This is an optimization exercise on Yosys and OpenROAD, whose aim is small area, a short achievable clock period and few clock cycles per item, not a production implementation. Function was checked by simulation only, so behaviour that the tests miss may differ from the original.

`flow/config.mk`:
```
export PLATFORM = sky130hd
export DESIGN_NAME = polyval_acc
export DESIGN_NICKNAME = polyval_acc
export VERILOG_FILES = /design/flow/design.v
export SDC_FILE = /design/flow/constraint.sdc
export NUM_CORES = 4
export LEC_CHECK = 0
export CAP_MARGIN = 20
export CORE_MARGIN = 2
export CORE_UTILIZATION = 40
export SLEW_MARGIN = 20
```
`flow/run.sh`:
```
#!/bin/bash
# synth_recipe.tcl (not shown) runs the flow's synth.tcl, then flattens the netlist and writes it again
# the make line also repeats each setting of config.mk as NAME=value (left out here)
make -C /OpenROAD-flow-scripts/flow DESIGN_CONFIG=/design/flow/config.mk WORK_HOME=/design/flow/orfs CLKGATE_MAP_FILE= SYNTH_SCRIPT=/design/flow/synth_recipe.tcl finish
```
`flow/constraint.sdc`:
```
create_clock -name core_clock -period 5.0 [get_ports {clk}]
set_input_delay 1.0000 -clock core_clock [delete_from_list [all_inputs] [get_ports {clk}]]
set_output_delay 1.0000 -clock core_clock [all_outputs]
set_load 0.01 [all_outputs]
```
`flow/design.v`:
```
module polyval_acc (
    input  wire         clk,
    input  wire         rst,
    input  wire         in_valid,
    output wire         in_ready,
    input  wire [1:0]   in_op,
    input  wire [127:0] in_data,
    output reg          done,
    output reg          err,
    output wire [127:0] result
);
    localparam [1:0] OP_SEED = 2'd0;
    localparam [1:0] OP_CLR  = 2'd1;
    localparam [1:0] OP_BLK  = 2'd2;
    localparam [1:0] OP_LEN  = 2'd3;
    function [127:0] mulx;
        input [127:0] a;
        begin
            mulx = {1'b0, a[127:1]} ^ (a[0] ? {8'he1, 120'd0} : 128'd0);
        end
    endfunction
    reg [127:0] acc;      
    reg [127:0] mul_h;    
    reg         seeded;   
    reg         busy;
    reg [6:0]   bit_cnt;
    reg [127:0] x_sr;
    reg [127:0] z;
    reg [127:0] v;
    wire         accept = in_valid && in_ready;
    wire [127:0] len_blk = {in_data[124:64], 3'b000, in_data[60:0], 3'b000};
    wire [127:0] fold_in = (in_op == OP_LEN) ? len_blk : in_data;
    wire [127:0] z_next  = x_sr[127] ? (z ^ v) : z;
    assign in_ready = !busy;
    assign result   = acc;
    always @(posedge clk) begin
        if (rst) begin
            acc     <= 128'd0;
            seeded  <= 1'b0;
            busy    <= 1'b0;
            bit_cnt <= 7'd0;
            done    <= 1'b0;
            err     <= 1'b0;
        end else begin
            done <= 1'b0;
            err  <= 1'b0;
            if (busy) begin
                z       <= z_next;
                v       <= mulx(v);
                x_sr    <= {x_sr[126:0], 1'b0};
                bit_cnt <= bit_cnt + 7'd1;
                if (bit_cnt == 7'd127) begin
                    acc  <= z_next;
                    busy <= 1'b0;
                    done <= 1'b1;
                end
            end else if (accept) begin
                case (in_op)
                    OP_SEED: begin
                        mul_h  <= mulx(in_data);
                        seeded <= 1'b1;
                        done   <= 1'b1;
                    end
                    OP_CLR: begin
                        acc  <= 128'd0;
                        done <= 1'b1;
                    end
                    default: begin
                        if (seeded) begin
                            x_sr    <= acc ^ fold_in;
                            z       <= 128'd0;
                            v       <= mul_h;
                            bit_cnt <= 7'd0;
                            busy    <= 1'b1;
                        end else begin
                            done <= 1'b1;
                            err  <= 1'b1;
                        end
                    end
                endcase
            end
        end
    end
endmodule
```
==> results.toml, run 1 <==
[timing]
rsz0062_at_grt = "no"
max_freq_mhz = 345
finalHoldViolCount = 0
worst_slack_ns = 2.10
finalCritPeriodShare = 0.580
drv_slew = 0
relSlewSlack = 0.286
clock_skew_ns = 0.0194
worst_pin_slew_ns = 1.07
final.setup.tns_ns = 0
fin_crit_ns = 2.90
finalSetupViolations = 0

[synth]
synth.distinct_cells = 32
synth_nets = 2404
ys_warn_count = 1
syn_inst = 2270
syn_area_per_cell_um2 = 12.5
synth_area_mm2 = 0.0284
ys_seq_elements = 651
seq_area_frac_synth = 0.639

[route]
drt_iter0_markers = 1298
num_vias = 18000
dr.pass1.iters = 7
wl_per_cell_um = 19.9
drt-total-wl_mm = 69.0
ant_nets = 0
drc_errors = 0
viasPerCell = 5.18

[die]
start_util = 0.405
dieArea_mm2 = 0.0731
die_width_um = 270
core_mm2 = 0.0701
std_cell_rows = 97
ios = 264
die_height_um = 270

[place]
place_congestion = 0.757
dp_hpwl_mm = 40.1
place_ws_ns = 1.55
io_buffers = 263

[final_layout]
finish.utilization = 0.487
fin_nets = 2605
regArea_mm2 = 0.0182
area_growth_pct = 20.4
fillers = 6275
multiInputGateArea_mm2 = 0.00957
layout_common_cells = "edfxtp_1, nand2_1, clkdlybuf4s50_1"
drive_gt1_frac = 0.103
layout_commonest_cell = "edfxtp_1"

[global_route]
antenna_found_initial = 3
grt_pass1_vias = 18200
grt_overflow = 0
track_usage = 0.186
grt_pass1_wl_mm = 108
grt_max_degree = 216

[cts]
clk_latency_ns = 0.61
cts.clk_slew.worst_paths_ns = 0.06
clock_path_buffers = 3
htreeDepth = 3
cts_hold_buf = 0
cts_sinks = 651
cts_tree = "done"
ctsResizeCount = 0
clock-root-buffer = "clkbuf_16"
cts_buffers = 72
post_cts_buffers = 0

[hold_path]
hold_class = "reg2reg"

[setup_path]
cp_max_fo = 73
required_ns = 5.51
critPathCaptureType = "register"
path_class = "reg2reg"
critPathLaunchType = "register"
arrival_ns = 3.41

[status]
outcome = "finished clean"

[flow_run]
cap_violations = 0
-- registers in the layout, summed over array words and instances (netlist names), 7 cells and up --
| signal | cells |
|---|---|
| mul_h | 128 |
| bit_cnt | 7 |
| x_sr | 128 |
| z | 128 |
| v | 128 |
| acc | 128 |
-- through the flow --
step	hold slack [ns]	cell area [um2]	std cells
global route	0.512	34200	3468
finish	0.495	34200	3468
global placement	0.459	31900	3337
CTS	0.497	34200	3466
floorplan	0.441	28400	2270
detailed placement	0.487	31900	3337
-- layout make-up --
type                            instances  share of cell area
Sequential cell                       651               0.531
Multi-Input combinational cell       1459               0.280
Timing Repair Buffer                  285              0.0862
Clock buffer                          107              0.0622
Tap cell                              940              0.0344
Clock inverter                         22             0.00556
Inverter                                2            0.000220
Antenna cell                            2            0.000146
-- logic make-up after synthesis --
logic type               count (synthesis)  synth area share
AO/OA/AOI/OAI                          271            0.0483
XOR/XNOR                               262            0.0808
adder cells (fa/ha/maj)                  1          0.000441
buffers and inverters                  160            0.0246
flip-flops                             651             0.639
multiplexers                           248            0.0929
AND/OR/NAND/NOR                        677             0.113
-- cells in the mapped netlist, drive strengths merged --
| cell type | count | area [um2] |
|---|---|---|
| buf | 83 | 410 |
| a21oi | 138 | 691 |
| mux2i | 123 | 1230 |
| and3 | 1 | 6.26 |
| or2 | 1 | 6.26 |
| dfxtp | 139 | 2780 |
| nand4 | 1 | 6.26 |
| nor3 | 4 | 20.0 |
| nand2 | 268 | 1010 |
| edfxtp | 512 | 15400 |
| inv | 2 | 7.51 |
| mux2 | 125 | 1410 |
| clkbuf | 75 | 282 |
| a31oi | 1 | 6.26 |
| xor2 | 131 | 1150 |
| o211ai | 1 | 7.51 |
| nand3 | 259 | 1300 |
| nand3b | 1 | 7.51 |
| o21bai | 1 | 7.51 |
| nor2 | 10 | 37.5 |
| ha | 1 | 12.5 |
| and2 | 128 | 801 |
| o21ai | 128 | 641 |
| xnor2 | 131 | 1150 |
| o2111a | 1 | 11.3 |
| and4b | 1 | 10.0 |
| or3 | 2 | 12.5 |
| nor2b | 1 | 6.26 |
| a22oi | 1 | 7.51 |
-- layer usage --
layer  up-vias  wire (um)  global-route usage
li1       8476          -                   -
met1      8960      30900               0.250
met2       436      33400               0.309
met3       105       2940              0.0260
met4         0       1740              0.0612
met5         -          0                   0
-- worst max-delay path, stage by stage (launching register included) --
cell     delay [ns]
dfxtp_1        0.33
ha_1           0.23
nand3_2        0.14
or3_4          0.72
buf_4          0.94
nand3_1        0.18
a21oi_1        0.21
-- worst paths after layout --
kind	startpoint	endpoint	slack [ns]	cells after the start
worst max-delay path	bit_cnt[0]$_SDFFE_PP0P_	acc[41]$_SDFFE_PP0P_	2.10	6
worst min-delay path	acc[15]$_SDFFE_PP0P_	acc[15]$_SDFFE_PP0P_	0.49	2
worst max register to register	bit_cnt[0]$_SDFFE_PP0P_	acc[41]$_SDFFE_PP0P_	2.10	6
worst min register to register	acc[15]$_SDFFE_PP0P_	acc[15]$_SDFFE_PP0P_	0.49	2
Testbench counts, summed over its fixed seeds: cycles 218,984, commands 1,888.
==> run 2, diff against run 1 <==
==> flow/design.v (replaced) <==
module polyval_acc (
    input  wire         clk,
    input  wire         rst,
    input  wire         in_valid,
    output wire         in_ready,
    input  wire [1:0]   in_op,
    input  wire [127:0] in_data,
    output reg          done,
    output reg          err,
    output wire [127:0] result
);
    localparam [1:0] OP_SEED = 2'd0;
    localparam [1:0] OP_CLR  = 2'd1;
    function [127:0] mulx;
        input [127:0] a;
        begin
            mulx = {1'b0, a[127:1]} ^ (a[0] ? {8'he1, 120'd0} : 128'd0);
        end
    endfunction
    function [127:0] rev128;
        input [127:0] a;
        integer i;
        begin
            for (i = 0; i < 128; i = i + 1) rev128[i] = a[127 - i];
        end
    endfunction
    function [14:0] clmul8;
        input [7:0] a, b;
        integer i;
        begin
            clmul8 = 15'd0;
            for (i = 0; i < 8; i = i + 1)
                if (a[i]) clmul8 = clmul8 ^ ({7'd0, b} << i);
        end
    endfunction
    function [30:0] clmul16;
        input [15:0] a, b;
        reg [14:0] l, h, m;
        begin
            l = clmul8(a[7:0], b[7:0]);
            h = clmul8(a[15:8], b[15:8]);
            m = clmul8(a[7:0] ^ a[15:8], b[7:0] ^ b[15:8]) ^ l ^ h;
            clmul16 = {16'd0, l} ^ ({16'd0, m} << 8) ^ ({16'd0, h} << 16);
        end
    endfunction
    function [62:0] clmul32;
        input [31:0] a, b;
        reg [30:0] l, h, m;
        begin
            l = clmul16(a[15:0], b[15:0]);
            h = clmul16(a[31:16], b[31:16]);
            m = clmul16(a[15:0] ^ a[31:16], b[15:0] ^ b[31:16]) ^ l ^ h;
            clmul32 = {32'd0, l} ^ ({32'd0, m} << 16) ^ ({32'd0, h} << 32);
        end
    endfunction
    function [126:0] clmul64;
        input [63:0] a, b;
        reg [62:0] l, h, m;
        begin
            l = clmul32(a[31:0], b[31:0]);
            h = clmul32(a[63:32], b[63:32]);
            m = clmul32(a[31:0] ^ a[63:32], b[31:0] ^ b[63:32]) ^ l ^ h;
            clmul64 = {64'd0, l} ^ ({64'd0, m} << 32) ^ ({64'd0, h} << 64);
        end
    endfunction
    function [127:0] step;
        input [127:0] z;
        input [63:0] d;
        input [127:0] h;
        reg [191:0] u;
        reg [63:0] t;
        begin
            u = {z, 64'd0}
                ^ {65'd0, clmul64(d, h[63:0])}
                ^ {1'd0, clmul64(d, h[127:64]), 64'd0}
                ;
            t = u[191:128];
            step = u[127:0] ^ {64'd0, t} ^ {63'd0, t, 1'b0} ^ {62'd0, t, 2'b0} ^ {57'd0, t, 7'b0};
        end
    endfunction
    reg [127:0] acc;      
    reg [127:0] hp;       
    reg [127:0] xs;       
    reg         seeded;   
    reg         busy;     
    reg [0:0]   cnt;      
    wire         accept  = in_valid && in_ready;
    wire [127:0] len_blk = {in_data[124:64], 3'b000, in_data[60:0], 3'b000};
    wire [127:0] fold_in = in_op[0] ? len_blk : in_data;
    wire [127:0] prod    = rev128(step(rev128(acc), xs[127:64], hp));
    assign in_ready = !busy;
    assign result   = acc;
    always @(posedge clk) begin
        if (rst) begin
            acc    <= 128'd0;
            seeded <= 1'b0;
            busy   <= 1'b0;
            cnt    <= 1'd0;
            done   <= 1'b0;
            err    <= 1'b0;
        end else begin
            done <= 1'b0;
            err  <= 1'b0;
            if (busy) begin
                acc <= prod;
                xs  <= {xs[63:0], 64'd0};
                cnt <= cnt + 1'd1;
                if (cnt == 1'd1) begin
                    busy <= 1'b0;
                    cnt  <= 1'd0;
                    done <= 1'b1;
                end
            end else if (accept) begin
                case (in_op)
                    OP_SEED: begin
                        hp     <= rev128(mulx(in_data));
                        seeded <= 1'b1;
                        done   <= 1'b1;
                    end
                    OP_CLR: begin
                        acc  <= 128'd0;
                        done <= 1'b1;
                    end
                    default: begin
                        if (seeded) begin
                            xs   <= rev128(acc ^ fold_in);
                            acc  <= 128'd0;
                            busy <= 1'b1;
                        end else begin
                            done <= 1'b1;
                            err  <= 1'b1;
                        end
                    end
                endcase
            end
        end
    end
endmodule
==> results.toml, run 2 <==
[status]
outcome = "complete, but fails checks"
violations = "setup timing"

[route]
drt_iter0_markers = 12400
drc_errors = 0
viasPerCell = 5.69
num_vias = 79700
drt-total-wl_mm = 510
ant_nets = 0
wl_per_cell_um = 36.4
dr.pass1.iters = 6

[die]
die_height_um = 439
dieArea_mm2 = 0.193
start_util = 0.403
core_mm2 = 0.188
ios = 264
die_width_um = 439
std_cell_rows = 159

[synth]
synth.distinct_cells = 44
ys_warn_count = 1
syn_inst = 9867
syn_area_per_cell_um2 = 7.69
seq_area_frac_synth = 0.136
synth-edff-count = 256
yosys.area.top_type = "xnor2_1"
ys_seq_elements = 389
synth_area_mm2 = 0.0759
synth_common_cells = "xnor2_1, nor2_1, nand2_1"
synthTopCellsByArea = "xnor2_1, nor2_1, xor2_1, edfxtp_1, xnor3_1"
netlist.area_leader.share = 0.396
synth_most_common_cell = "xnor2_1"
synth_nets = 10000
synth_flop_cell = "edfxtp_1"
async_flop_share = 0

[timing]
whs_ns = 0.489
clock_skew_ns = 0.0403
worst_slack_ns = -0.119
finalSetupViolations = 10
relSlewSlack = 0.100
rsz0062_at_grt = "no"
max_freq_mhz = 195
finalCritPeriodShare = 1.02
fin_crit_ns = 5.12
worst_pin_slew_ns = 1.34
finalHoldViolCount = 0
drv_slew = 0

[global_route]
antenna_found_initial = 21
track_usage = 0.511
grt_pass1_wl_mm = 666
grt_overflow = 0
grt_max_degree = 108
grt_pass1_vias = 73400

[setup_path]
cp_max_fo = 8
arrival_ns = 5.61
critPathCaptureType = "register"
critPathLaunchType = "register"
required_ns = 5.49
path_class = "reg2reg"
r2r_slack_ns = -0.12

[hold_path]
hold_class = "reg2reg"

[cts]
clock-root-buffer = "clkbuf_16"
cts.clk_slew.worst_paths_ns = 0.07
htreeDepth = 2
cts_buffers = 49
clk_latency_ns = 0.68
cts_tree = "done"
cts_sinks = 389
cts_hold_buf = 0
clock_path_buffers = 3

[place]
io_buffers = 263
place_ws_ns = -0.179
place_congestion = 1.12
dp_cells = 13900
dp_hpwl_mm = 418

[flow_run]
cap_violations = 0

[final_layout]
reg_top3 = "acc x128, hp x128, xs x128"
final_cells = 14000
layout_commonest_cell = "xnor2_1"
fin_nets = 11600
drive_gt1_frac = 0.182
layout_common_cells = "xnor2_1, nor2_1, buf_4"
area_growth_pct = 27.8
## run 2: cell types whose count changed after synthesis, sizes merged, moves of 113 or more
cell    change
a21oi     -126
and2      -126
buf       +113
clkbuf    +280
edfxtp    -256
nand2     +889
nand3     -255
nor2     +2567
xnor2    +3414
xnor3     +234
xor2      +850
## run 2: final timing paths
| check | start | end | depth (start not counted) |
|---|---|---|---|
| worst max-delay path | xs[91]$_DFFE_PP_ | acc[59]$_SDFFE_PP0P_ | 16 |
| worst min-delay path | seeded$_SDFFE_PP0P_ | err$_SDFF_PP0_ | 1 |
| worst max register to register | xs[91]$_DFFE_PP_ | acc[59]$_SDFFE_PP0P_ | 16 |
| worst min register to register | seeded$_SDFFE_PP0P_ | err$_SDFF_PP0_ | 1 |
## run 2: repair_timing
item | 4_1_cts | 5_1_grt
endpoints found under the setup margin | 10 | 16
gates resized for setup | 6 | 10
pin swaps | 0 | 1
setup buffers | 10 | 14
## run 2: metrics by stage
step | setup TNS (ns) | utilization | instance area (um2)
after CTS | 0 | 0.513 | 96600
after global routing | 0 | 0.515 | 96900
after detailed placement | -0.757 | 0.504 | 94800
after floorplan | 0 | - | 75900
final | -0.578 | 0.515 | 96900
after global placement | -1.54 | 0.503 | 94700
## run 2: critical path, cell delays in order (launching register included)
cell and delay (ns):
edfxtp_1 0.54, xnor2_1 0.96, buf_4 0.37, nor2_1 0.08
xnor2_1 0.22, xnor2_1 0.16, xnor2_1 0.16, buf_4 0.21
xnor2_1 0.10, xnor2_1 0.64, xnor2_1 0.38, buf_4 0.27
buf_4 0.14, xnor2_1 0.35, xnor2_1 0.13, a22oi_1 0.15
nor2_1 0.06
## run 2: cell type report
class | count | area [um2]
inverters | 9 | 33.8
clock buffers | 65 | 1410
fillers | 18300 | 91300
diodes | 11 | 27.5
well taps | 2495 | 3120
repair buffers | 2086 | 18200
clock inverters | 27 | 270
multi-input cells | 8918 | 63600
flip-flops and latches | 389 | 10400
## run 2: cell families after synthesis
logic type	synth area share
xor gates and xnor gates	0.604
muxes	0.0182
and+or+nand+nor	0.189
buffers and inverters	0.0309
DFF	0.136
AOI/OAI and AO/OA	0.0211
## run 2: metal layers
metal	up-vias	wire, um	track usage
li1	33400	-	-
met1	38500	184000	0.618
met2	6184	202000	0.719
met3	1565	64600	0.161
met4	18	58700	0.463
met5	-	170	0
Testbench counts of run 2, summed over its fixed seeds: cycles 5,288, commands 1,888.
==> run 3, diff against run 2 <==
--- a/flow/design.v
+++ b/flow/design.v
@@ -53,29 +53,21 @@
             clmul32 = {32'd0, l} ^ ({32'd0, m} << 16) ^ ({32'd0, h} << 32);
         end
     endfunction
-    function [126:0] clmul64;
-        input [63:0] a, b;
-        reg [62:0] l, h, m;
-        begin
-            l = clmul32(a[31:0], b[31:0]);
-            h = clmul32(a[63:32], b[63:32]);
-            m = clmul32(a[31:0] ^ a[63:32], b[31:0] ^ b[63:32]) ^ l ^ h;
-            clmul64 = {64'd0, l} ^ ({64'd0, m} << 32) ^ ({64'd0, h} << 64);
-        end
-    endfunction
     function [127:0] step;
         input [127:0] z;
-        input [63:0] d;
+        input [31:0] d;
         input [127:0] h;
-        reg [191:0] u;
-        reg [63:0] t;
+        reg [159:0] u;
+        reg [31:0] t;
         begin
-            u = {z, 64'd0}
-                ^ {65'd0, clmul64(d, h[63:0])}
-                ^ {1'd0, clmul64(d, h[127:64]), 64'd0}
+            u = {z, 32'd0}
+                ^ {97'd0, clmul32(d, h[31:0])}
+                ^ {65'd0, clmul32(d, h[63:32]), 32'd0}
+                ^ {33'd0, clmul32(d, h[95:64]), 64'd0}
+                ^ {1'd0, clmul32(d, h[127:96]), 96'd0}
                 ;
-            t = u[191:128];
-            step = u[127:0] ^ {64'd0, t} ^ {63'd0, t, 1'b0} ^ {62'd0, t, 2'b0} ^ {57'd0, t, 7'b0};
+            t = u[159:128];
+            step = u[127:0] ^ {96'd0, t} ^ {95'd0, t, 1'b0} ^ {94'd0, t, 2'b0} ^ {89'd0, t, 7'b0};
         end
     endfunction
     reg [127:0] acc;      
@@ -83,11 +75,11 @@
     reg [127:0] xs;       
     reg         seeded;   
     reg         busy;     
-    reg [0:0]   cnt;      
+    reg [1:0]   cnt;      
     wire         accept  = in_valid && in_ready;
     wire [127:0] len_blk = {in_data[124:64], 3'b000, in_data[60:0], 3'b000};
     wire [127:0] fold_in = in_op[0] ? len_blk : in_data;
-    wire [127:0] prod    = rev128(step(rev128(acc), xs[127:64], hp));
+    wire [127:0] prod    = rev128(step(rev128(acc), xs[127:96], hp));
     assign in_ready = !busy;
     assign result   = acc;
     always @(posedge clk) begin
@@ -95,7 +87,7 @@
             acc    <= 128'd0;
             seeded <= 1'b0;
             busy   <= 1'b0;
-            cnt    <= 1'd0;
+            cnt    <= 2'd0;
             done   <= 1'b0;
             err    <= 1'b0;
         end else begin
@@ -103,11 +95,11 @@
             err  <= 1'b0;
             if (busy) begin
                 acc <= prod;
-                xs  <= {xs[63:0], 64'd0};
-                cnt <= cnt + 1'd1;
-                if (cnt == 1'd1) begin
+                xs  <= {xs[95:0], 32'd0};
+                cnt <= cnt + 2'd1;
+                if (cnt == 2'd3) begin
                     busy <= 1'b0;
-                    cnt  <= 1'd0;
+                    cnt  <= 2'd0;
                     done <= 1'b1;
                 end
             end else if (accept) begin
==> results.toml, run 3 <==
[status]
outcome = "finished clean"

[setup_path]
r2r_cells = 11
critPathLaunchType = "register"
cp_max_fo = 10
critPathCaptureType = "register"
required_ns = 5.59
cp-startpoint = "xs[122]$_DFFE_PP_"
arrival_ns = 5.35
r2r-start = "xs[122]$_DFFE_PP_"
path_common_cell = "xnor2_1"
cp_slowest_cell = "xnor2_2"
path_cells = "buf_4 > xnor2_2 > nor2_1 > xor2_1 > xnor3_1 > xnor2_1 > xnor2_1 > xor2_1 > xnor2_1 > xnor2_1 > a22o_1"
max_stage_delay_ns = 0.88
r2r_slack_ns = 0.23
path_class = "reg2reg"

[timing]
fin_crit_ns = 4.77
worst_pin_slew_ns = 1.23
finalCritPeriodShare = 0.953
finalSetupViolations = 0
rsz0062_at_grt = "no"
final.setup.tns_ns = 0
max_freq_mhz = 210
drv_slew = 0
relSlewSlack = 0.182
finalHoldViolCount = 0
clock_skew_ns = 0.0388

[final_layout]
layout_commonest_cell = "xnor2_1"
reg_top3 = "acc x128, hp x128, xs x128"
layout_common_cells = "xnor2_1, nor2_1, nand2_1"
drive_gt1_frac = 0.0723
fin_nets = 7221
final_area_mm2 = 0.0613
antennaDiodeCount = 0
area_growth_pct = 14.0

[place]
dp_hpwl_mm = 216
place_congestion = 1.11
io_buffers = 263
placed_cell_area_mm2 = 0.0595

[synth]
synth_common_cells = "xnor2_1, nor2_1, nand2_1"
synth_flop_cell = "edfxtp_1"
synth_nets = 7056
ys_warn_count = 1
syn_area_per_cell_um2 = 7.77
netlist.area_leader.share = 0.355
seq_area_frac_synth = 0.193
yosys.area.top_type = "xnor2_1"
synth-edff-count = 256
synth_area_mm2 = 0.0538
ys_seq_elements = 390
synth_most_common_cell = "xnor2_1"
synthTopCellsByArea = "xnor2_1, edfxtp_1, xor2_1, nor2_1, nand2_1"
async_flop_share = 0
synth.distinct_cells = 49
syn_inst = 6922

[die]
std_cell_rows = 134
dieArea_mm2 = 0.137
core_mm2 = 0.133
ios = 264
die_height_um = 371
die_width_um = 371
start_util = 0.403

[route]
drc_errors = 0
drt_iter0_markers = 7706
viasPerCell = 5.62
drt-total-wl_mm = 281
num_vias = 50000
dr.pass1.iters = 7
wl_per_cell_um = 31.6
ant_nets = 0

[cts]
ctsResizeCount = 0
post_cts_buffers = 0
cts_sinks = 390
clk_latency_ns = 0.70
cts_tree = "done"
clock_path_buffers = 3
clock-root-buffer = "clkbuf_16"
htreeDepth = 2
cts_hold_buf = 0
cts.clk_slew.worst_paths_ns = 0.07
cts_buffers = 54

[global_route]
grt_pass1_wl_mm = 383
grt_pass1_vias = 46500
track_usage = 0.400
antenna_found_initial = 17
grt_overflow = 0
grt_max_degree = 130

[hold_path]
min_delay_path_depth = 1
hp-start = "seeded$_SDFFE_PP0P_"
hold_class = "reg2reg"

[flow_run]
cap_violations = 0
[run 3: cell families (layout without fill, tap and decap cells)]
| kind of cell | Yosys count | after routing | share of synthesized area |
|---|---|---|---|
| xor+xnor | 3037 | 3037 | 0.526 |
| simple gates | 2613 | 2613 | 0.185 |
| buf+inv | 483 | 693 | 0.0396 |
| flops | 390 | 390 | 0.193 |
| compound gates | 266 | 266 | 0.0321 |
| mux | 132 | 132 | 0.0248 |
| fa+ha+maj | 1 | 1 | 0.000233 |
[run 3: routing by layer]
metal	global-route usage	part of all wire	up-vias
met2	0.572	0.41	3455
met3	0.116	0.13	741
met4	0.277	0.086	8
met5	0	0.00018	-
met1	0.514	0.38	24200
li1	-	-	21700
[run 3: final cells by class]
type,count,area (um2)
clock buffer,70,1470
tap,1768,2210
inverter,4,15.0
fill,13300,72200
timing repair buffer,588,5240
multi-input combinational,6049,41600
clock inverter,31,320
sequential,390,10400
[run 3: path summary, 6_finish.rpt]
check | endpoint
worst min-delay path | err$_SDFF_PP0_
worst max-delay path | acc[117]$_SDFFE_PP0P_
worst max register to register | acc[117]$_SDFFE_PP0P_
worst min register to register | err$_SDFF_PP0_
[run 3: worst max-delay path, delay by kind of cell (launching register included)]
kind,cells,cell delay (ns)
xor+xnor,8,3.17
simple gates,1,0.11
flops,1,0.78
buf+inv,1,0.37
compound gates,1,0.20
[run 3: stage by stage]
| stage | setup WS, ns | utilization | hold slack (ns) | instances |
|---|---|---|---|---|
| 6_report | 0.233 | 0.459 | 0.492 | 8900 |
| 5_1_grt | 0.164 | 0.459 | 0.513 | 8900 |
| 4_1_cts | 0.388 | 0.459 | 0.494 | 8900 |
| 3_5_place_dp | 0.416 | 0.446 | 0.479 | 8799 |
| 3_3_place_gp | 0.340 | 0.445 | 0.472 | 8797 |
| 2_1_floorplan | 0.0236 | - | 0.441 | 6922 |
Testbench counts of run 3, summed over its fixed seeds: cycles 8,680, commands 1,888.
==> run 4, diff against run 3 <==
--- a/flow/config.mk
+++ b/flow/config.mk
@@ -8,4 +8,5 @@
 export CAP_MARGIN = 20
 export CORE_MARGIN = 2
 export CORE_UTILIZATION = 40
+export SETUP_SLACK_MARGIN = 1.5
 export SLEW_MARGIN = 20
==> results.toml, run 4 <==
[status]
outcome = "finished clean"

[place]
io_buffers = 263
place_congestion = 1.08
dp_hpwl_mm = 216

[die]
die_height_um = 371
ios = 264
core_mm2 = 0.133
die_width_um = 371
start_util = 0.403
dieArea_mm2 = 0.137
std_cell_rows = 134

[hold_path]
min_delay_path_depth = 2
hold_class = "reg2reg"

[global_route]
track_usage = 0.410
grt_pass1_vias = 47600
antenna_found_initial = 12
grt_pass1_wl_mm = 393
grt_max_degree = 131
grt_overflow = 0

[final_layout]
area_growth_pct = 24.1
reg_top3 = "acc x128, hp x128, xs x128"
regArea_mm2 = 0.0104
fillers = 12800
finish.utilization = 0.500
multiInputGateArea_mm2 = 0.0435
layout_commonest_cell = "xnor2_1"
drive_gt1_frac = 0.137
fin_nets = 7514
layout_common_cells = "xnor2_1, nor2_1, nand2_1"

[timing]
finalCritPeriodShare = 0.719
final.setup.tns_ns = 0
clock_skew_ns = 0.0476
drv_slew = 0
finalHoldViolCount = 0
rsz0062_at_grt = "yes"
whs_ns = 0.504
finalSetupViolations = 0
fin_crit_ns = 3.59
max_freq_mhz = 278
relSlewSlack = 0.245
worst_pin_slew_ns = 1.13

[synth]
syn_area_per_cell_um2 = 7.77
synth_common_cells = "xnor2_1, nor2_1, nand2_1"
synth_area_mm2 = 0.0538
synth_flop_cell = "edfxtp_1"
synth-edff-count = 256
synth_nets = 7056
ys_seq_elements = 390
synth_most_common_cell = "xnor2_1"
seq_area_frac_synth = 0.193
synth.distinct_cells = 49
netlist.area_leader.share = 0.355
yosys.area.top_type = "xnor2_1"
synthTopCellsByArea = "xnor2_1, edfxtp_1, xor2_1, nor2_1, nand2_1"
ys_warn_count = 1
async_flop_share = 0
syn_inst = 6922

[route]
drt-total-wl_mm = 294
viasPerCell = 5.66
wl_per_cell_um = 31.9
drt_iter0_markers = 8237
drc_errors = 0
num_vias = 52100
ant_nets = 0
dr.pass1.iters = 8

[setup_path]
critPathLaunchType = "register"
r2r_cells = 12
critPathCaptureType = "register"
required_ns = 5.60
cp_max_fo = 21
path_class = "reg2reg"
arrival_ns = 4.19

[cts]
cts.clk_slew.worst_paths_ns = 0.07
htreeDepth = 2
clk_latency_ns = 0.74
cts_tree = "done"
cts_sinks = 390
cts_buffers = 54
clock_path_buffers = 3
clock-root-buffer = "clkbuf_16"

[flow_run]
cap_violations = 0
[run 4: cell type report]
cell class,instances,area share
antenna,11,0.000413
clock buffer,61,0.0211
clock inverter,41,0.00730
inverter,4,0.000225
multi-input combinational,6049,0.652
sequential,390,0.156
tap,1768,0.0332
timing repair buffer,881,0.130
[run 4: routing by layer]
layer	global-route usage	vias up	wire, um
met5	0.0136	-	322
met2	0.581	3948	117000
met4	0.285	12	26000
met3	0.118	898	38900
li1	-	22300	-
met1	0.532	25000	111000
[run 4: path summary, 6_finish.rpt]
kind	from	to	slack, ns
max	xs[109]$_DFFE_PP_	acc[125]$_SDFFE_PP0P_	1.41
min	cnt[1]$_SDFFE_PP0P_	cnt[1]$_SDFFE_PP0P_	0.50
max reg2reg	xs[109]$_DFFE_PP_	acc[125]$_SDFFE_PP0P_	1.41
min reg2reg	cnt[1]$_SDFFE_PP0P_	cnt[1]$_SDFFE_PP0P_	0.50
[run 4: metrics by stage]
stage | worst slack (ns) | instance area, um2 | instances
2_1_floorplan | 0.0552 | 53900 | 6922
3_5_place_dp | 0.786 | 59600 | 8811
5_1_grt | 1.37 | 66700 | 9203
4_1_cts | 1.37 | 64500 | 9097
6_report | 1.41 | 66700 | 9205
3_3_place_gp | 0.495 | 59500 | 8809
[run 4: logic make-up after synthesis]
family / share of synthesized area
adders and majority gates: 0.000233
buffers and inverters: 0.0396
muxes: 0.0248
and+or+nand+nor: 0.185
xor gates and xnor gates: 0.526
AOI/OAI and AO/OA: 0.0321
DFF: 0.193
[run 4: repair_timing]
item                                    in CTS  in global routing
pin swaps                                   25                 48
resized for setup                          149                194
hold buffers                                 0                  0
buffers inserted                           183                 91
endpoints found under the setup margin     128                 76
hold endpoints to repair                     0                  0
gates cloned                                 1                  6
[run 4: critical path, cell delays in order, from the launching register on]
cell,delay [ns]
edfxtp_1,0.45
buf_4,0.19
xnor2_4,0.22
buf_6,0.29
nor2_1,0.10
xnor3_1,0.39
xnor2_2,0.28
xnor3_1,0.33
xnor2_1,0.32
xnor3_2,0.39
xor2_1,0.18
xnor2_1,0.13
a22o_1,0.20
==> run 5, diff against run 4 <==
==> flow/design.v (replaced) <==
module polyval_acc (
    input  wire         clk,
    input  wire         rst,
    input  wire         in_valid,
    output wire         in_ready,
    input  wire [1:0]   in_op,
    input  wire [127:0] in_data,
    output reg          done,
    output reg          err,
    output wire [127:0] result
);
    localparam [1:0] OP_SEED = 2'd0;
    localparam [1:0] OP_CLR  = 2'd1;
    function [127:0] mulx;
        input [127:0] a;
        begin
            mulx = {1'b0, a[127:1]} ^ (a[0] ? {8'he1, 120'd0} : 128'd0);
        end
    endfunction
    function [127:0] rev128;
        input [127:0] a;
        integer i;
        begin
            for (i = 0; i < 128; i = i + 1) rev128[i] = a[127 - i];
        end
    endfunction
    function [14:0] clmul8;
        input [7:0] a, b;
        integer i;
        begin
            clmul8 = 15'd0;
            for (i = 0; i < 8; i = i + 1)
                if (a[i]) clmul8 = clmul8 ^ ({7'd0, b} << i);
        end
    endfunction
    function [23:0] kx16;
        input [15:0] a;
        begin
            kx16 = {(a[7:0] ^ a[15:8]), (a[15:8]), (a[7:0])};
        end
    endfunction
    function [30:0] kmul16;
        input [23:0] a, b;
        reg [14:0] l, h, m;
        begin
            l = clmul8(a[7:0], b[7:0]);
            h = clmul8(a[15:8], b[15:8]);
            m = clmul8(a[23:16], b[23:16]) ^ l ^ h;
            kmul16 = {16'd0, l} ^ ({16'd0, m} << 8) ^ ({16'd0, h} << 16);
        end
    endfunction
    function [71:0] kx32;
        input [31:0] a;
        begin
            kx32 = {kx16(a[15:0] ^ a[31:16]), kx16(a[31:16]), kx16(a[15:0])};
        end
    endfunction
    function [62:0] kmul32;
        input [71:0] a, b;
        reg [30:0] l, h, m;
        begin
            l = kmul16(a[23:0], b[23:0]);
            h = kmul16(a[47:24], b[47:24]);
            m = kmul16(a[71:48], b[71:48]) ^ l ^ h;
            kmul32 = {32'd0, l} ^ ({32'd0, m} << 16) ^ ({32'd0, h} << 32);
        end
    endfunction
    function [287:0] hexp;
        input [127:0] h;
        begin
            hexp = {kx32(h[127:96]), kx32(h[95:64]), kx32(h[63:32]), kx32(h[31:0])};
        end
    endfunction
    function [127:0] red;
        input [159:0] u;
        reg [31:0] t;
        begin
            t = u[159:128];
            red = u[127:0] ^ {96'd0, t} ^ {95'd0, t, 1'b0} ^ {94'd0, t, 2'b0} ^ {89'd0, t, 7'b0};
        end
    endfunction
    function [159:0] step;
        input [127:0] z;
        input [71:0] d;
        input [287:0] hx;
        begin
            step = {z, 32'd0}
                ^ {97'd0, kmul32(d, hx[71:0])}
                ^ {65'd0, kmul32(d, hx[143:72]), 32'd0}
                ^ {33'd0, kmul32(d, hx[215:144]), 64'd0}
                ^ {1'd0, kmul32(d, hx[287:216]), 96'd0}
                ;
        end
    endfunction
    reg [159:0] u;        
    reg [287:0] hx;       
    reg [95:0] xs;       
    reg [71:0]  dx;       
    reg         seeded;   
    reg         busy;     
    reg [1:0]   cnt;      
    wire         accept  = in_valid && in_ready;
    wire [127:0] len_blk = {in_data[124:64], 3'b000, in_data[60:0], 3'b000};
    wire [127:0] fold_in = in_op[0] ? len_blk : in_data;
    wire [127:0] acc     = rev128(red(u));    
    wire [127:0] xp      = rev128(acc ^ fold_in);
    wire [159:0] prod    = step(red(u), dx, hx);
    assign in_ready = !busy;
    assign result   = acc;
    always @(posedge clk) begin
        if (rst) begin
            u      <= 160'd0;
            seeded <= 1'b0;
            busy   <= 1'b0;
            cnt    <= 2'd0;
            done   <= 1'b0;
            err    <= 1'b0;
        end else begin
            done <= 1'b0;
            err  <= 1'b0;
            if (busy) begin
                u   <= prod;
                dx  <= kx32(xs[95:64]);
                xs  <= {xs[63:0], 32'd0};
                cnt <= cnt + 2'd1;
                if (cnt == 2'd3) begin
                    busy <= 1'b0;
                    cnt  <= 2'd0;
                    done <= 1'b1;
                end
            end else if (accept) begin
                case (in_op)
                    OP_SEED: begin
                        hx     <= hexp(rev128(mulx(in_data)));
                        seeded <= 1'b1;
                        done   <= 1'b1;
                    end
                    OP_CLR: begin
                        u    <= 160'd0;
                        done <= 1'b1;
                    end
                    default: begin
                        if (seeded) begin
                            dx   <= kx32(xp[127:96]);
                            xs   <= xp[95:0];
                            u    <= 160'd0;
                            busy <= 1'b1;
                        end else begin
                            done <= 1'b1;
                            err  <= 1'b1;
                        end
                    end
                endcase
            end
        end
    end
endmodule
--- a/flow/config.mk
+++ b/flow/config.mk
@@ -8,5 +8,4 @@
 export CAP_MARGIN = 20
 export CORE_MARGIN = 2
 export CORE_UTILIZATION = 40
-export SETUP_SLACK_MARGIN = 1.5
 export SLEW_MARGIN = 20
==> results.toml, run 5 <==
[setup_path]
arrival_ns = 3.21
critical_path_buf_inv_count = 1
path_class = "reg2out"
critPathTopFamily = "XOR/XNOR gates"
cp_num_cells = 4
critPathLaunchType = "register"
r2r_cells = 8
critPathCaptureType = "output pin"
path_cells = "xnor2_1 > xnor2_1 > xnor2_1 > clkdlybuf4s50_1"
cp_max_fo = 4
cp_slowest_cell = "xnor2_1"
max_stage_delay_ns = 0.73
path_common_cell = "xnor2_1"
required_ns = 4.00

[cts]
cts_buffers = 79
cts.clk_slew.worst_paths_ns = 0.07
cts_sinks = 622
clock-root-buffer = "clkbuf_16"
cts_hold_buf = 0
post_cts_buffers = 0
clock_path_buffers = 3
clk_latency_ns = 0.73
htreeDepth = 3
cts_tree = "done"
ctsResizeCount = 0

[synth]
seq_area_frac_synth = 0.273
netlist.area_leader.share = 0.270
synthMuxAreaShare = 0.0207
synth.distinct_cells = 39
ys_warn_count = 1
synthTopCellsByArea = "xnor2_1, edfxtp_1, nand2_1, xor2_1, xnor3_1"
synth_flop_cell = "edfxtp_1"
synth_compound_area_frac = 0.0252
synth-edff-count = 456
syn_inst = 7411
synth_simple_gate_area_frac = 0.163
synth_xor_area_frac = 0.460
synth_nets = 7545
syn_area_per_cell_um2 = 8.41
synth_top_family_by_area = "XOR/XNOR gates"
synth_fa_ha_area_frac = 0.000201
async_flop_share = 0
synth_most_common_cell = "nand2_1"
synth_area_mm2 = 0.0623
yosys.area.top_type = "xnor2_1"
ys_seq_elements = 622
synth_common_cells = "nand2_1, xnor2_1, xor2_1"

[route]
drc_errors = 0
ant_nets = 0
drt-total-wl_mm = 267
num_vias = 51400
wl_per_cell_um = 28.5
viasPerCell = 5.49
dr.pass1.iters = 9
drt_iter0_markers = 8796

[global_route]
grt_max_degree = 224
grt_pass1_vias = 46900
grt_overflow = 0
antenna_found_initial = 13
track_usage = 0.326
grt_pass1_wl_mm = 365

[timing]
worst_slack_ns = 0.788
finalHoldViolCount = 0
rsz0062_at_grt = "no"
worst_pin_slew_ns = 1.19
drv_slew = 0
finalSetupViolations = 0
relSlewSlack = 0.209
finalCritPeriodShare = 0.842
fin_crit_ns = 4.21
clock_skew_ns = 0.0419
max_freq_mhz = 237
final.setup.tns_ns = 0
whs_ns = 0.469

[place]
placed_cell_area_mm2 = 0.0654
io_buffers = 263
dp_hpwl_mm = 208
place_congestion = 1.01
place_ws_ns = 1.20

[hold_path]
min_delay_path_depth = 2
hold_class = "reg2reg"

[final_layout]
fin_nets = 7370
largest_register = "hx"
reg_top3 = "hx x288, u x160, xs x96"
drive_gt1_frac = 0.0457
layout_commonest_cell = "nand2_1"
largest_reg_flops = 288
fillers = 14900
final_area_mm2 = 0.0681
area_growth_pct = 9.28
layout_common_cells = "nand2_1, xnor2_1, xor2_1"

[status]
outcome = "finished clean"

[die]
die_height_um = 399
die_width_um = 399
std_cell_rows = 144
start_util = 0.404
core_mm2 = 0.154
ios = 264
dieArea_mm2 = 0.159

[flow_run]
cap_violations = 0
run 5: cell count changes after synthesis, sizes merged, moves of 32 or more:
cell,delta
a22oi,-51
buf,+94
clkbuf,+115
dfxtp,+32
edfxtp,+200
nand2,+1366
nor2,-1252
o21ai,+55
xnor2,-301
xnor3,+84
xor2,+159
run 5: through the flow:
step                      utilization  std cells
after global routing            0.441       9348
after floorplan                     -       7411
final                           0.441       9350
after detailed placement        0.424       9199
after CTS                       0.441       9347
after global placement          0.424       9198
run 5: metal layers:
metal | share of wire | up-vias | track usage
met5 | 0.000075 | - | 0
met4 | 0.048 | 2 | 0.137
met3 | 0.12 | 457 | 0.0776
met2 | 0.42 | 3242 | 0.474
met1 | 0.41 | 25200 | 0.459
li1 | - | 22400 | -
run 5: final cells by class:
type / instances / area [um2] / share of cell area
clock buffer: 107 / 2230 / 0.0327
inverter: 18 / 67.6 / 0.000992
clock inverter: 41 / 438 / 0.00643
tap: 2044 / 2560 / 0.0375
timing repair buffer: 432 / 4010 / 0.0589
sequential: 622 / 17000 / 0.250
antenna: 3 / 7.51 / 0.000110
multi-input combinational: 6083 / 41800 / 0.613
run 5: logic make-up after synthesis:
logic type / Yosys count
multiplexers: 128
adder cells (fa/ha/maj): 1
XOR/XNOR: 2985
AO/OA/AOI/OAI: 270
flip-flops: 622
AND/OR/NAND/NOR: 2699
buffers and inverters: 706
run 5: path summary, 6_finish.rpt:
check	start	slack, ns	endpoint
setup / recovery	u[131]$_SDFFE_PP0P_	0.79	result[117]
setup reg to reg	dx[26]$_DFFE_PP_	1.12	u[85]$_SDFFE_PP0P_
hold / removal	u[29]$_SDFFE_PP0P_	0.47	u[29]$_SDFFE_PP0P_
hold reg to reg	u[29]$_SDFFE_PP0P_	0.47	u[29]$_SDFFE_PP0P_
run 5: worst min-delay path, cell delays in order (launching register included):
cell     delay (ns)
dfxtp_1        0.32
nand2_1        0.05
o21ai_1        0.05
Testbench counts of run 5, summed over its fixed seeds: cycles 8,680, commands 1,888.
==> run 6, diff against run 5 <==
--- a/flow/config.mk
+++ b/flow/config.mk
@@ -8,4 +8,5 @@
 export CAP_MARGIN = 20
 export CORE_MARGIN = 2
 export CORE_UTILIZATION = 40
+export SETUP_SLACK_MARGIN = 2.0
 export SLEW_MARGIN = 20
==> results.toml, run 6 <==
[timing]
rsz0062_at_grt = "yes"
fin_crit_ns = 3.18
max_freq_mhz = 315
relSlewSlack = 0.222
finalHoldViolCount = 0
clock_skew_ns = 0.0397
finalSetupViolations = 0
worst_slack_ns = 1.82
finalCritPeriodShare = 0.636
worst_pin_slew_ns = 1.16
drv_slew = 0

[route]
drt-total-wl_mm = 279
drt_iter0_markers = 8459
num_vias = 53300
dr.pass1.iters = 6
ant_nets = 0
wl_per_cell_um = 29.1
viasPerCell = 5.56
drc_errors = 0

[setup_path]
critPathCaptureType = "output pin"
arrival_ns = 2.18
r2r_cells = 9
path_class = "reg2out"
r2r_slack_ns = 1.98
r2r-start = "dx[61]$_DFFE_PP_"
critPathLaunchType = "register"
required_ns = 4.00
cp_max_fo = 3
timing.rr.end = "u[139]$_SDFFE_PP0P_"

[place]
place_ws_ns = 1.29
dp_hpwl_mm = 208
placed_cell_area_mm2 = 0.0654
io_buffers = 263
place_congestion = 1.03

[final_layout]
layout_common_cells = "nand2_1, xnor2_1, xor2_1"
layout_commonest_cell = "nand2_1"
final_area_mm2 = 0.0733
fillers = 14500
multiInputGateArea_mm2 = 0.0444
reg_top3 = "hx x288, u x160, xs x96"
fin_nets = 7602
finish.utilization = 0.475
area_growth_pct = 17.7
regArea_mm2 = 0.0172
largest_register = "hx"
largest_reg_flops = 288
drive_gt1_frac = 0.125

[die]
die_height_um = 399
dieArea_mm2 = 0.159
start_util = 0.404
die_width_um = 399
core_mm2 = 0.154
ios = 264
std_cell_rows = 144

[global_route]
track_usage = 0.341
antenna_found_initial = 20
grt_overflow = 0
grt_max_degree = 207
grt_pass1_vias = 49300
grt_pass1_wl_mm = 381

[hold_path]
hold_class = "reg2reg"
min_delay_path_depth = 2
hp-start = "u[29]$_SDFFE_PP0P_"
hold-path-endpoint = "u[29]$_SDFFE_PP0P_"

[synth]
seq_area_frac_synth = 0.273
netlist.area_leader.share = 0.270
synth_most_common_cell = "nand2_1"
ys_seq_elements = 622
synth_area_mm2 = 0.0623
synth.distinct_cells = 39
synth_common_cells = "nand2_1, xnor2_1, xor2_1"
yosys.area.top_type = "xnor2_1"
async_flop_share = 0
synth_flop_cell = "edfxtp_1"
synth-edff-count = 456
syn_inst = 7411
synthTopCellsByArea = "xnor2_1, edfxtp_1, nand2_1, xor2_1, xnor3_1"
synth_nets = 7545
syn_area_per_cell_um2 = 8.41
ys_warn_count = 1

[cts]
htreeDepth = 3
cts_hold_buf = 0
clock_path_buffers = 3
cts_buffers = 78
clock-root-buffer = "clkbuf_16"
cts_tree = "done"
clk_latency_ns = 0.73
cts_sinks = 622
cts.clk_slew.worst_paths_ns = 0.07

[status]
outcome = "finished clean"

[flow_run]
cap_violations = 0
[run 6: cell count changes in the layout (fill, tap and decap cells not counted), moves of 22 or more]
cell	before	now
buf_12	8	51
xor2_1	874	847
buf_6	0	56
clkdlybuf4s50_1	261	222
xnor2_4	0	44
xnor2_1	1918	1694
xnor3_1	166	135
dfxtp_4	1	32
buf_4	161	305
dfxtp_1	165	112
xnor3_2	1	32
dfxtp_2	0	22
xnor2_2	18	198
[run 6: final cells by class]
| cell class | instances | area share |
|---|---|---|
| timing repair buffer | 665 | 0.0878 |
| antenna | 6 | 0.000205 |
| inverter | 18 | 0.00109 |
| clock inverter | 49 | 0.00723 |
| sequential | 622 | 0.234 |
| tap | 2044 | 0.0349 |
| multi-input combinational | 6083 | 0.606 |
| clock buffer | 96 | 0.0288 |
[run 6: how the worst max path moves through the flow]
| stage | slack [ns] | depth (start not counted) | to | from |
|---|---|---|---|---|
| finish | 1.82 | 5 | result[117] | u[131]$_SDFFE_PP0P_ |
| global route | 1.82 | 5 | result[117] | u[131]$_SDFFE_PP0P_ |
| CTS | 1.81 | 5 | result[117] | u[131]$_SDFFE_PP0P_ |
| detailed placement | 1.29 | 9 | u[46]$_SDFFE_PP0P_ | dx[6]$_DFFE_PP_ |
| global placement | 1.21 | 9 | u[46]$_SDFFE_PP0P_ | dx[6]$_DFFE_PP_ |
| floorplan | -4.01 | 6 | hx[0]$_DFFE_PP_ | in_op[0] |
[run 6: critical path: stages, from the launching register on]
cell and delay [ns]:
dfxtp_4 0.50, buf_4 0.22, xnor2_1 0.10, xnor2_1 0.26, xnor2_2 0.19, clkbuf_2 0.19
[run 6: per-stage QoR]
stage | instances | hold slack [ns] | setup TNS, ns
3_3_place_gp | 9191 | 0.445 | 0
5_1_grt | 9578 | 0.518 | 0
3_5_place_dp | 9191 | 0.454 | 0
4_1_cts | 9529 | 0.490 | 0
2_1_floorplan | 7411 | 0.437 | -1157.60
6_report | 9583 | 0.496 | 0
[run 6: layer usage]
| metal | wire length [um] | GRT usage | up-vias |
|---|---|---|---|
| met1 | 108000 | 0.461 | 26000 |
| met5 | 34 | 0 | - |
| li1 | - | - | 22900 |
| met3 | 36400 | 0.0970 | 728 |
| met2 | 116000 | 0.486 | 3661 |
| met4 | 19000 | 0.188 | 6 |
[run 6: kinds of logic after synthesis]
group | synth area share
muxes | 0.0207
buffers and inverters | 0.0575
xor gates and xnor gates | 0.460
and+or+nand+nor | 0.163
DFF | 0.273
AOI/OAI and AO/OA | 0.0252
adders and majority gates | 0.000201
[run 6: what timing repair did]
item | in CTS | in global routing
setup buffers | 193 | 47
hold endpoints to repair | 0 | 0
resized for setup | 446 | 191
gates cloned | 0 | 1
pin swaps | 66 | 76
setup endpoints to repair | 363 | 137
==> run 7, diff against run 6 <==
--- a/flow/config.mk
+++ b/flow/config.mk
@@ -7,6 +7,6 @@
 export LEC_CHECK = 0
 export CAP_MARGIN = 20
 export CORE_MARGIN = 2
-export CORE_UTILIZATION = 40
+export CORE_UTILIZATION = 60
 export SETUP_SLACK_MARGIN = 2.0
 export SLEW_MARGIN = 20
==> results.toml, run 7 <==
[setup_path]
cp_max_fo = 4
r2r-start = "dx[26]$_DFFE_PP_"
r2r_slack_ns = 1.96
path_class = "reg2out"
cp-startpoint = "u[154]$_SDFFE_PP0P_"
timing.rr.end = "u[100]$_SDFFE_PP0P_"
critPathLaunchType = "register"
critPathCaptureType = "output pin"
required_ns = 4.00
arrival_ns = 2.12
r2r_cells = 10

[hold_path]
hold-path-endpoint = "u[29]$_SDFFE_PP0P_"
min_delay_path_depth = 2
hp-start = "u[29]$_SDFFE_PP0P_"
hold_class = "reg2reg"

[route]
met2WireLength_mm = 107
wl_met1_mm = 101
drc_errors = 0
num_vias = 54300
wl_per_cell_um = 30.4
viasPerCell = 6.08
drt_iter0_markers = 9783
drt-total-wl_mm = 271
ant_nets = 0
highest_layer = "met5"
dr.pass1.iters = 9
wl_met3_mm = 45.2

[synth]
yosys.area.top_type = "xnor2_1"
ys_seq_elements = 622
synth_flop_cell = "edfxtp_1"
netlist.area_leader.share = 0.270
synth_most_common_cell = "nand2_1"
synthTopCellsByArea = "xnor2_1, edfxtp_1, nand2_1, xor2_1, xnor3_1"
async_flop_share = 0
ys_warn_count = 1
synth_common_cells = "nand2_1, xnor2_1, xor2_1"
synth-edff-count = 456
synth_area_mm2 = 0.0623
seq_area_frac_synth = 0.273
synth.distinct_cells = 39
syn_area_per_cell_um2 = 8.41
synth_nets = 7545
syn_inst = 7411

[timing]
fin_crit_ns = 3.12
relSlewSlack = 0.201
max_freq_mhz = 320
finalSetupViolations = 0
worst_pin_slew_ns = 1.20
final.setup.tns_ns = 0
drv_slew = 0
clock_skew_ns = 0.0301
finalCritPeriodShare = 0.624
finalHoldViolCount = 0
rsz0062_at_grt = "yes"

[status]
outcome = "finished clean"

[cts]
cts_sinks = 622
cts_buffers = 77
cts_tree = "done"
htreeDepth = 3
cts.clk_slew.worst_paths_ns = 0.06
clk_latency_ns = 0.69
clock-root-buffer = "clkbuf_16"
cts_hold_buf = 0
clock_path_buffers = 3

[final_layout]
area_growth_pct = 16.0
final_area_mm2 = 0.0723
drive_gt1_frac = 0.124
layout_commonest_cell = "nand2_1"
fillers = 8087
layout_common_cells = "nand2_1, xnor2_1, xor2_1"
fin_nets = 7617
reg_top3 = "hx x288, u x160, xs x96"
largest_reg_flops = 288
largest_register = "hx"

[die]
start_util = 0.603
die_height_um = 326
die_width_um = 326
core_mm2 = 0.103
dieArea_mm2 = 0.106
std_cell_rows = 118
ios = 264

[place]
io_buffers = 263
placed_cell_area_mm2 = 0.0645
place_congestion = 1.06
dp_hpwl_mm = 198

[flow_run]
cap_violations = 0

[global_route]
grt_max_degree = 219
antenna_found_initial = 17
grt_pass1_vias = 48900
track_usage = 0.491
grt_overflow = 0
grt_pass1_wl_mm = 370
-- run 7: cell types whose count changed in the layout (fill, tap and decap cells not counted), moves of 5 or more --
cell | before | now
clkbuf_1 | 12 | 19
xnor2_2 | 198 | 207
xor2_2 | 9 | 15
dfxtp_1 | 112 | 129
xnor2_4 | 44 | 37
xor2_4 | 19 | 14
buf_6 | 56 | 46
buf_4 | 305 | 321
clkinv_2 | 13 | 8
dfxtp_2 | 22 | 5
-- run 7: worst max-delay path, stage by stage (launching register included) --
cell     delay [ns]
dfxtp_4        0.38
buf_6          0.14
xnor2_4        0.21
buf_6          0.14
xnor2_4        0.12
xnor2_2        0.15
inv_2          0.14
buf_6          0.14
-- run 7: worst max path at each step --
stage                                     to  slack (ns)  cells after the start
after global routing             result[100]        1.86                      5
after detailed placement  u[88]$_SDFFE_PP0P_        1.17                      8
after CTS                        result[124]        1.75                      3
final                            result[100]        1.88                      7
after global placement    u[88]$_SDFFE_PP0P_        1.19                      9
after floorplan              hx[0]$_DFFE_PP_       -4.01                      6
-- run 7: cell families after synthesis --
logic type,after synthesis,share of synthesized area
fa+ha+maj,1,0.000201
xor+xnor,2985,0.460
simple gates,2699,0.163
mux,128,0.0207
compound gates,270,0.0252
buf+inv,706,0.0575
flops,622,0.273
-- run 7: per-stage QoR --
step                hold WS, ns  setup slack (ns)  instances  utilization
floorplan                 0.437             -4.01       7411            -
finish                    0.504              1.88       8935        0.700
global placement          0.448              1.19       8524        0.624
global route              0.532              1.86       8928        0.700
CTS                       0.483              1.75       8872        0.686
detailed placement        0.455              1.17       8524        0.625
-- run 7: final cells by class --
class,instances,area (um2),area share
timing repair buffer,681,6510,0.0901
clock buffer,104,2120,0.0293
antenna,8,20.0,0.000277
clock inverter,39,400,0.00554
tap,1380,1730,0.0239
inverter,18,75.1,0.00104
multi-input combinational,6083,44300,0.613
sequential,622,17100,0.237
-- run 7: what timing repair did --
item	4_1_cts	5_1_grt
pin swaps	69	52
setup endpoints to repair	183	141
resized for setup	417	166
setup buffers	205	55
-- run 7: layer usage --
metal / GRT usage / vias to the layer above
met5: 0.00976 / -
met4: 0.255 / 10
met3: 0.203 / 874
met2: 0.669 / 4318
met1: 0.661 / 26200
li1: - / 22900
==> run 8, diff against run 7 <==
--- a/flow/design.v
+++ b/flow/design.v
@@ -108,6 +108,15 @@
     assign in_ready = !busy;
     assign result   = acc;
     always @(posedge clk) begin
+        if (busy) begin
+            dx <= kx32(xs[95:64]);
+            xs  <= {xs[63:0], 32'd0};
+        end else begin
+            dx <= kx32(xp[127:96]);
+            xs <= xp[95:0];
+        end
+    end
+    always @(posedge clk) begin
         if (rst) begin
             u      <= 160'd0;
             seeded <= 1'b0;
@@ -120,8 +129,6 @@
             err  <= 1'b0;
             if (busy) begin
                 u   <= prod;
-                dx  <= kx32(xs[95:64]);
-                xs  <= {xs[63:0], 32'd0};
                 cnt <= cnt + 2'd1;
                 if (cnt == 2'd3) begin
                     busy <= 1'b0;
@@ -141,8 +148,6 @@
                     end
                     default: begin
                         if (seeded) begin
-                            dx   <= kx32(xp[127:96]);
-                            xs   <= xp[95:0];
                             u    <= 160'd0;
                             busy <= 1'b1;
                         end else begin
==> results.toml, run 8 <==
[status]
outcome = "finished clean"

[timing]
relSlewSlack = 0.227
worst_pin_slew_ns = 1.15
finalSetupViolations = 0
rsz0062_at_grt = "yes"
finalHoldViolCount = 0
clock_skew_ns = 0.0324
max_freq_mhz = 316
fin_crit_ns = 3.17
drv_slew = 0
finalCritPeriodShare = 0.633
worst_slack_ns = 1.83
final.setup.tns_ns = 0
whs_ns = 0.429

[die]
std_cell_rows = 116
core_mm2 = 0.100
die_width_um = 322
ios = 264
start_util = 0.606
die_height_um = 322
dieArea_mm2 = 0.103

[synth]
syn_inst = 7414
synth_nets = 7548
synth-edff-count = 288
ys_warn_count = 1
syn_area_per_cell_um2 = 8.17
async_flop_share = 0
ys_seq_elements = 622
synthTopCellsByArea = "xnor2_1, nand2_1, edfxtp_1, xor2_1, dfxtp_1"
netlist.area_leader.share = 0.281
synth.distinct_cells = 43
synth_common_cells = "nand2_1, xnor2_1, xor2_1"
seq_area_frac_synth = 0.253
yosys.area.top_type = "xnor2_1"
synth_area_mm2 = 0.0606
synth_most_common_cell = "nand2_1"
synth_flop_cell = "dfxtp_1"

[setup_path]
critical_path_buf_inv_count = 2
required_ns = 4.00
critPathLaunchType = "register"
max_stage_delay_ns = 0.50
cp_max_fo = 4
path_cells = "xor2_4 > buf_6 > xnor2_4 > xor2_2 > buf_2"
arrival_ns = 2.17
critPathTopFamily = "XOR/XNOR gates"
cp_slowest_cell = "dfxtp_4"
critPathCaptureType = "output pin"
path_class = "reg2out"

[flow_run]
cap_violations = 0

[place]
io_buffers = 263
place_ws_ns = 1.27
dp_cells = 8441
dp_hpwl_mm = 195
place_congestion = 1.07

[global_route]
grt_pass1_vias = 47400
grt_max_degree = 144
grt_pass1_wl_mm = 358
track_usage = 0.491
antenna_found_initial = 31
grt_overflow = 0

[route]
dr.pass1.iters = 6
num_vias = 53300
wl_per_cell_um = 30.1
ant_nets = 0
viasPerCell = 6.10
drc_errors = 0
drt-total-wl_mm = 263
drt_iter0_markers = 8623

[final_layout]
final_cells = 8740
largest_reg_flops = 288
multiInputGateArea_mm2 = 0.0444
regArea_mm2 = 0.0156
largest_register = "hx"
reg_top3 = "hx x288, u x160, xs x96"
layout_commonest_cell = "nand2_1"
layout_common_cells = "nand2_1, xnor2_1, xor2_1"
fillers = 8025
drive_gt1_frac = 0.116
area_growth_pct = 14.8
fin_nets = 7500

[hold_path]
hold_class = "reg2reg"

[cts]
cts_sinks = 622
cts_buffers = 75
clk_latency_ns = 0.69
htreeDepth = 3
clock_path_buffers = 3
clock-root-buffer = "clkbuf_16"
cts.clk_slew.worst_paths_ns = 0.07
cts_hold_buf = 0
cts_tree = "done"
==> run 8: changes by cell type in the layout (fill, tap and decap cells not counted), moves of 20 or more <==
cell,before,now
edfxtp_1,456,288
dfxtp_1,129,245
buf_4,321,248
dfxtp_4,32,67
buf_12,52,24
xor2_1,846,822
xnor2_1,1692,1713
o21ai_0,135,155
==> run 8: final timing paths <==
path	start	to	slack, ns	depth (start not counted)
setup / recovery	u[133]$_SDFFE_PP0P_	result[120]	1.83	5
hold / removal	xs[37]$_DFF_P_	xs[69]$_DFF_P_	0.43	2
setup reg to reg	dx[48]$_DFF_P_	u[121]$_SDFFE_PP0P_	1.96	9
hold reg to reg	xs[37]$_DFF_P_	xs[69]$_DFF_P_	0.43	2
==> run 8: area by class of cell <==
class,count,area share
Sequential cell,622,0.225
Inverter,17,0.00103
Tap cell,1298,0.0234
Clock inverter,47,0.00774
Antenna cell,13,0.000468
Clock buffer,93,0.0296
Timing Repair Buffer,564,0.0749
Multi-Input combinational cell,6086,0.638
==> run 8: timing repair <==
item                       4_1_cts  5_1_grt
resized for setup              490      165
gates cloned                     0        1
setup endpoints to repair      175      136
pin swaps                       63       75
setup buffers                   81       64
==> run 8: worst min-delay path, stage by stage, from the launching register on <==
cell and delay [ns]:
dfxtp_1 0.30, nand2_1 0.04, o21ai_0 0.05
==> run 8: logic make-up after synthesis <==
| group | count (synthesis) | synth area share |
|---|---|---|
| adder cells (fa/ha/maj) | 1 | 0.000207 |
| XOR/XNOR | 2981 | 0.473 |
| AND/OR/NAND/NOR | 2695 | 0.168 |
| flip-flops | 622 | 0.253 |
| AO/OA/AOI/OAI | 277 | 0.0264 |
| buffers and inverters | 707 | 0.0574 |
| multiplexers | 131 | 0.0218 |
==> run 8: through the flow <==
step           instance area (um2)   util
3_3_place_gp                 62700  0.627
5_1_grt                      69500  0.695
4_1_cts                      68000  0.680
2_1_floorplan                60600      -
6_report                     69500  0.695
3_5_place_dp                 62700  0.627
==> run 8: metal layers <==
metal	vias to the layer above	wire, um	GRT usage
met4	34	17700	0.255
met2	4196	102000	0.660
met1	25600	98100	0.656
met3	941	45400	0.222
li1	22500	-	-
met5	-	420	0.00284
Testbench counts of run 8, summed over its fixed seeds: cycles 8,680, commands 1,888.

-- port drivers added, routing unchanged --
How much do the figures lean on ideal ports? The routed layouts below were timed once more, with nothing changed but the port constraints.
Step 1 assumes that a clkbuf_16 drives the clock port and a buf_2 every other input.
Step 2 also shifts input and output timing later by t, the mid clock arrival at the registers, as if the neighbouring blocks saw the same clock.
Three values: ideal ports, drivers, drivers and shift; two values: the first two.
run	t (ns)	setup WS [ns]	slew at the worst register clock pin (ns)	worst data-port slew with drivers (ns)
run 1	0.660	2.099 / 2.099 / 1.557	0.06 / 0.06	0.09
run 2	0.732	-0.119 / -0.119 / -0.119	0.08 / 0.08	0.12
run 3	0.758	0.233 / 0.233 / 0.233	0.07 / 0.07	0.09
run 4	0.804	1.406 / 1.406 / 1.406	0.08 / 0.08	0.10
run 5	0.787	0.788 / 0.707 / 0.986	0.07 / 0.07	0.12
run 6	0.794	1.821 / 1.742 / 1.274	0.07 / 0.07	0.12
run 7	0.762	1.879 / 1.791 / 1.280	0.07 / 0.07	0.07
run 8	0.752	1.833 / 1.754 / 1.336	0.07 / 0.07	0.06
For run 7, which loses most, drivers alone change the setup slack by -0.088 ns; drivers and shift together by -0.599 ns.
